Source: an optimization exercise on an open RTL-to-GDS flow (aim: small area, a short achievable clock period and few clock cycles per item). Production flows keep margins and buffers that such runs may drop.
In this exercise RTL edits were held to simulation tests only and were not proved equivalent to the original.

File: config.mk
export PLATFORM = sky130hd
export DESIGN_NAME = meshcode_enc
export DESIGN_NICKNAME = meshcode_enc
export VERILOG_FILES = /design/flow/design.v
export SDC_FILE = /design/flow/constraint.sdc
export NUM_CORES = 4
export LEC_CHECK = 0
export CAP_MARGIN = 20
export CORE_MARGIN = 2
export CORE_UTILIZATION = 30
export PLACE_DENSITY = 0.5
export SLEW_MARGIN = 20
File: constraint.sdc
create_clock -name core_clock -period 20.0 [get_ports {clk}]
set_input_delay 4.0000 -clock core_clock [delete_from_list [all_inputs] [get_ports {clk}]]
set_output_delay 4.0000 -clock core_clock [all_outputs]
set_load 0.01 [all_outputs]
File: run.sh
#!/bin/bash
# synth_recipe.tcl (not shown) runs the flow's synth.tcl, then flattens the netlist and writes it again
# the make line also repeats each setting of config.mk as NAME=value (left out here)
make -C /OpenROAD-flow-scripts/flow DESIGN_CONFIG=/design/flow/config.mk WORK_HOME=/design/flow/orfs CLKGATE_MAP_FILE= SYNTH_SCRIPT=/design/flow/synth_recipe.tcl finish
File: design.v
module mc_quant (
    input  wire [63:0] v,
    output wire [22:0] mag
);
    wire [10:0] e = v[62:52];
    wire [52:0] m = {1'b1, v[51:0]};
    wire [64:0] p1 = m * 12'd3600;
    wire [52:0] m1_t = p1[64] ? p1[64:12] : p1[63:11];
    wire        g1   = p1[64] ? p1[11]    : p1[10];
    wire        s1b  = p1[64] ? |p1[10:0] : |p1[9:0];
    wire [4:0]  sh1  = p1[64] ? 5'd12     : 5'd11;
    wire        r1   = g1 & (s1b | m1_t[0]);
    wire [53:0] m1_r = {1'b0, m1_t} + r1;
    wire [52:0] m1   = m1_r[53] ? m1_r[53:1] : m1_r[52:0];
    wire [4:0]  x1   = sh1 + m1_r[53];
    wire [56:0] p2 = m1 * 4'd10;
    wire [52:0] m2_t = p2[56] ? p2[56:4] : p2[55:3];
    wire        g2   = p2[56] ? p2[3]    : p2[2];
    wire        s2b  = p2[56] ? |p2[2:0] : |p2[1:0];
    wire [4:0]  sh2  = p2[56] ? 5'd4     : 5'd3;
    wire        r2   = g2 & (s2b | m2_t[0]);
    wire [53:0] m2_r = {1'b0, m2_t} + r2;
    wire [52:0] m2   = m2_r[53] ? m2_r[53:1] : m2_r[52:0];
    wire [4:0]  x2   = sh2 + m2_r[53];
    wire [11:0] sh = 12'd1075 - {1'b0, e} - x1 - x2;
    wire [52:0] q  = m2 >> sh[6:0];
    assign mag = (e < 11'd1000 || sh > 12'd127) ? 23'd0 : q[22:0];
endmodule
module mc_scale #(
    parameter [9:0] K = 10'd960
) (
    input  wire [63:0] v,
    output wire [17:0] n
);
    wire [10:0] e = v[62:52];
    wire [52:0] m = {1'b1, v[51:0]};
    wire [62:0] p = m * K;
    wire [11:0] sh = 12'd1075 - {1'b0, e};
    wire [62:0] q = p >> sh[6:0];
    assign n = (e < 11'd1000 || sh > 12'd127) ? 18'd0 : q[17:0];
endmodule
module meshcode_enc (
    input  wire         clk,
    input  wire         rst,
    input  wire         in_valid,
    output wire         in_ready,
    input  wire [63:0]  in_lat,
    input  wire [63:0]  in_long,
    input  wire [2:0]   in_level,
    output wire         out_valid,
    input  wire         out_ready,
    output reg  [2:0]   out_err,
    output reg  [63:0]  out_place,
    output reg  [3:0]   out_len,
    output reg  [103:0] out_mesh
);
    localparam [2:0] ERR_OK = 3'd0, ERR_RANGE = 3'd1, ERR_LEVEL = 3'd6;
    localparam [1:0] S_IDLE = 2'd0, S_CALC = 2'd1, S_OUT = 2'd2;
    reg [1:0]  state;
    reg [63:0] lat, lon;
    reg [2:0]  level;
    assign in_ready  = (state == S_IDLE);
    assign out_valid = (state == S_OUT);
    always @(posedge clk) begin
        if (rst) begin
            state <= S_IDLE;
        end else begin
            case (state)
                S_IDLE: if (in_valid) state <= S_CALC;
                S_CALC: state <= S_OUT;
                S_OUT:  if (out_ready) state <= S_IDLE;
                default: state <= S_IDLE;
            endcase
        end
    end
    always @(posedge clk) begin
        if (state == S_IDLE && in_valid) begin
            lat   <= in_lat;
            lon   <= in_long;
            level <= in_level;
        end
    end
    wire lat_ok  = lat[62:0] <= 63'h4056800000000000;    
    wire lon_ok  = lon[62:0] <= 63'h4066800000000000;    
    wire valid   = lat_ok & lon_ok;
    wire xs      = lat[63] & (lat[62:0] != 63'd0);
    wire ys      = lon[63] & (lon[62:0] != 63'd0);
    wire [22:0] lat_mag, lon_mag;
    mc_quant u_qlat (.v(lat), .mag(lat_mag));
    mc_quant u_qlon (.v(lon), .mag(lon_mag));
    wire [63:0] place = {2'b00, xs, lat_mag[21:0], ys, lon_mag, 15'd0};
    wire [17:0] n_lat, m_lon0;
    mc_scale #(.K(10'd960)) u_slat (.v(lat), .n(n_lat));
    mc_scale #(.K(10'd640)) u_slon (.v(lon), .n(m_lon0));
    wire        zs    = (m_lon0 >= 18'd64000);
    wire [17:0] m_lon = zs ? (m_lon0 - 18'd64000) : m_lon0;
    wire [17:0] p  = n_lat / 640;
    wire [3:0]  q  = (n_lat / 80) % 8;
    wire [3:0]  r  = (n_lat / 8) % 10;
    wire [17:0] u  = m_lon / 640;
    wire [3:0]  vv = (m_lon / 80) % 8;
    wire [3:0]  w  = (m_lon / 8) % 10;
    wire [3:0]  s2 = 2 * n_lat[2] + m_lon[2] + 1;
    wire [3:0]  s4 = 2 * n_lat[1] + m_lon[1] + 1;
    wire [3:0]  s8 = 2 * n_lat[0] + m_lon[0] + 1;
    wire [3:0]  oct = 4 * xs + 2 * ys + zs + 1;
    function [7:0] asc(input [3:0] d);
        asc = 8'h30 + {4'd0, d};
    endfunction
    wire [103:0] mesh13 = {
        asc(s8), asc(s4), asc(s2),
        asc(w), asc(r), asc(vv), asc(q),
        asc(u % 10), asc(u / 10),
        asc(p % 10), asc((p / 10) % 10), asc(p / 100),
        asc(oct)
    };
    reg [3:0] len;
    always @(*) begin
        case (level)
            3'd1: len = 4'd6;
            3'd2: len = 4'd8;
            3'd3: len = 4'd10;
            3'd4: len = 4'd11;
            3'd5: len = 4'd12;
            3'd6: len = 4'd13;
            default: len = 4'd0;
        endcase
    end
    reg [103:0] mask;
    integer k;
    always @(*) begin
        for (k = 0; k < 13; k = k + 1)
            mask[8*k +: 8] = (k < len) ? 8'hff : 8'h00;
    end
    always @(posedge clk) begin
        if (state == S_CALC) begin
            if (len == 4'd0) begin
                out_err   <= ERR_LEVEL;
                out_place <= 64'd0;
                out_len   <= 4'd0;
                out_mesh  <= 104'd0;
            end else if (!valid) begin
                out_err   <= ERR_RANGE;
                out_place <= 64'd0;
                out_len   <= len;
                out_mesh  <= {13{8'h39}} & mask;
            end else begin
                out_err   <= ERR_OK;
                out_place <= place;
                out_len   <= len;
                out_mesh  <= mesh13 & mask;
            end
        end
    end
endmodule
==> notes.md <==
metal layers:
layer  GRT usage (%)  up-vias
met5               0        -
met4            6.39       12
met3            2.90      440
met2            39.5     3415
met1            36.4    41586
li1                -    40103
cell type report:
type	count	area, um2
timing repair buffer	671	5840
sequential	250	7490
fill	27679	171000
multi-input combinational	9133	66300
antenna	9	22.5
clock buffer	40	937
inverter	800	3010
tap	3402	4260
clock inverter	27	359
kinds of logic after synthesis:
family                   after synthesis
AO/OA/AOI/OAI                       3355
XOR/XNOR                             559
adder cells (fa/ha/maj)             1073
buffers and inverters               1381
flip-flops                           250
multiplexers                         274
other                                  1
AND/OR/NAND/NOR                     3829
flip-flops by register name, indices dropped and copies added, names as in the netlist:
register   cells
lat           64
level          3
lon           64
out_err        2
out_len        3
out_mesh      65
out_place     47
state          2
final timing paths:
kind / slack (ns) / startpoint / to / cells after the start
max: 1.30 / lat[2] / out_place[41] / 87
min: 0.63 / state[1] / out_mesh[34] / 1
max reg2reg: 1.30 / lat[2] / out_place[41] / 87
min reg2reg: 0.63 / state[1] / out_mesh[34] / 1
critical path: cells and delay by family, from the launching register on:
| family | cells | cell delay [ns] |
|---|---|---|
| buffers and inverters | 7 | 0.92 |
| multiplexers | 4 | 0.88 |
| AO/OA/AOI/OAI | 44 | 8.18 |
| XOR/XNOR | 1 | 0.28 |
| AND/OR/NAND/NOR | 23 | 4.93 |
| flip-flops | 1 | 0.34 |
| adder cells (fa/ha/maj) | 8 | 2.89 |
repair_timing:
action / CTS / global route
buffers inserted: 0 / 16
endpoints found under the setup margin: 6 / 45
resized for setup: 2 / 144
cloned: 0 / 1
pin swaps: 0 / 20
Yosys cell counts (67+ instances only):
| cell type | instances | area share (%) |
|---|---|---|
| xor2_1 | 177 | 2.0 |
| edfxtp_1 | 248 | 9.5 |
| xnor2_1 | 379 | 4.2 |
| ha_1 | 809 | 13 |
| a211o_1 | 69 | 0.77 |
| or3_1 | 110 | 0.88 |
| o31ai_1 | 83 | 0.79 |
| and3_1 | 137 | 1.1 |
| o22ai_1 | 70 | 0.56 |
| nand2_1 | 1041 | 5.0 |
| a21o_1 | 172 | 1.6 |
| o211ai_1 | 177 | 1.7 |
| nor2_1 | 992 | 4.8 |
| mux2i_1 | 175 | 2.2 |
| nor3_1 | 320 | 2.0 |
| o21ai_0 | 603 | 3.8 |
| nand4_1 | 181 | 1.4 |
| fa_1 | 251 | 6.4 |
| clkbuf_1 | 389 | 1.9 |
| o21a_1 | 133 | 1.3 |
| a211oi_1 | 205 | 2.0 |
| inv_1 | 787 | 3.8 |
| a21oi_1 | 704 | 4.5 |
| nor4_1 | 96 | 0.77 |
| nor2b_1 | 69 | 0.55 |
| nand2b_1 | 86 | 0.69 |
| mux2_2 | 67 | 0.96 |
| buf_4 | 76 | 0.73 |
| and2_1 | 119 | 0.95 |
| a31oi_1 | 138 | 1.1 |
| nand3_1 | 379 | 2.4 |
through the flow:
step / instances / setup WS, ns
6_report: 14332 / 1.30
5_1_grt: 14327 / -0.0779
4_1_cts: 14306 / 0.0394
3_5_place_dp: 14239 / -0.0771
3_3_place_gp: 14239 / 0.276
2_1_floorplan: 10764 / 0.0427
==> results.py <==
metrics = {
    "timing": {
        "min_period_over_period_pct": 93.5,
        "setup_tns_ns": 0,
        "clock.fmax_mhz": 53.5,
        "final.min_clock_period_ns": 18.70,
        "finalSetupViolations": 0,
        "whs_ns": 0.626,
        "hold_violations": 0,
        "drv_slew": 0,
        "finClkSkew_ns": 0.0847,
        "maxSlewHeadroom_pct": 21.8,
        "worstMarginPinSlew_ns": 1.16,
    },
    "routing": {
        "post_drt_via_cell_ratio": 5.97,
        "drtAntennaViolNets": 0,
        "post_drt_wl_per_cell_um": 24.3,
        "dr.first_iter.drc_count": 8958,
        "vias": 85556,
        "drc_errors": 0,
        "wl_met1_um": 163000,
        "wl_met3_um": 22700,
        "wirelength_um": 349000,
        "top_layer": "met5",
        "first_pass_iters": 10,
        "wl_met2_um": 153000,
    },
    "clock_network": {
        "cts-root-buf": "clkbuf_16",
        "cts_buffer_depth": 3,
        "cts_tree": "yes",
        "cts_buffers": 37,
        "clock_sinks": 250,
        "cts_hold_buf": 0,
        "cts.clk_slew.worst_paths_ns": 0.07,
        "h-tree-depth": 2,
        "insertion_delay_ns": 0.70,
    },
    "yosys": {
        "async_flop_share_pct": 0,
        "synthSimpleGateAreaFrac_pct": 23.7,
        "synth-xor-area-share_pct": 6.27,
        "synth_warnings": 1,
        "ys_seq_elements": 250,
        "synth_top_family_by_area": "compound AO/OA/AOI/OAI gates",
        "synthAdderAreaFrac_pct": 19.5,
        "ys.flop_type": "edfxtp_1",
        "synth_compound_area_share_pct": 29.8,
        "synth_edf_count": 248,
        "synth_area_um2": 78400,
        "syn_inst": 10722,
        "synthMuxAreaShare_pct": 4.08,
        "syn-mean-instance-area_um2": 7.31,
        "synthDistinctLibCells": 145,
        "ys_seq_area_share_pct": 9.55,
    },
    "grt": {
        "overflow": 0,
        "grtUsageTotal_pct": 25.2,
        "first_global_vias": 80295,
        "antenna_found_initial": 17,
        "grt_max_degree": 70,
        "grt_pass1_wl_um": 522000,
    },
    "die": {
        "die_w_um": 515,
        "io_pins": 312,
        "start_util_pct": 30.2,
        "die_h_um": 515,
        "fp-row-count": 187,
        "coreArea_um2": 260000,
        "die_area_um2": 265000,
    },
    "critical_path": {
        "cp_max_fo": 16,
        "crit_path_frequent_cell": "o21ai_1",
        "slowest_stage": "or4_4",
        "cp-end-kind": "flip-flop",
        "crit_path_start_kind": "flip-flop",
        "critical_path.max_stage_delay_ns": 0.62,
        "critPathArrivalTime_ns": 19.12,
        "critPathRequiredTime_ns": 20.42,
        "crit_type": "flip-flop to flip-flop",
    },
    "finish": {
        "layout_common_cells": "nand2_1 (1040), nor2_1 (982), ha_1 (809)",
        "postLayoutCoreUtil_pct": 34.0,
        "drive_gt1_share_pct": 8.91,
        "num-nets-final": 12088,
        "final_area_um2": 88300,
        "area.growth.synth_to_final_pct": 12.6,
        "final_common_cell": "nand2_1",
    },
    "placement": {
        "dp_hpwl_um": 286000,
        "place_area_um2": 86300,
        "routabilityCongestion": 0.974,
        "placement.io_buffers": 268,
    },
    "run_status": {
        "outcome": "timing/DRC/antenna clean",
    },
    "worst_hold_path": {
        "hp-class": "flip-flop to flip-flop",
    },
    "job": {
        "maxCapViolCount": 0,
    },
}
Testbench counts, summed over its fixed seeds: cycles 72,000, items 24,000.

## port drivers added, routing unchanged
In the flow no input, the clock included, has a driving cell. The finished layout below was timed again as built, in two steps. Step 1, drivers: a clkbuf_16 drives clk and a buf_2 each remaining input, both assumed. Step 2 adds t to the input delays and takes it off the output delays; t is the mean of the earliest and latest rising clock arrival at the registers after step 1. Input paths then give back, and output paths get back, about the clock's delay inside the block. a / b / c = no drivers / after step 1 / after step 2; a / b = the first two.
shift t [ns]: 0.751
setup slack, ns: 1.300 / 1.300 / 1.300
worst slew at a driven data input, ns: 0.16
After both steps setup and hold are still met in this run. For this run, drivers alone change the setup slack by 0.000 ns; drivers and shift together by 0.000 ns.
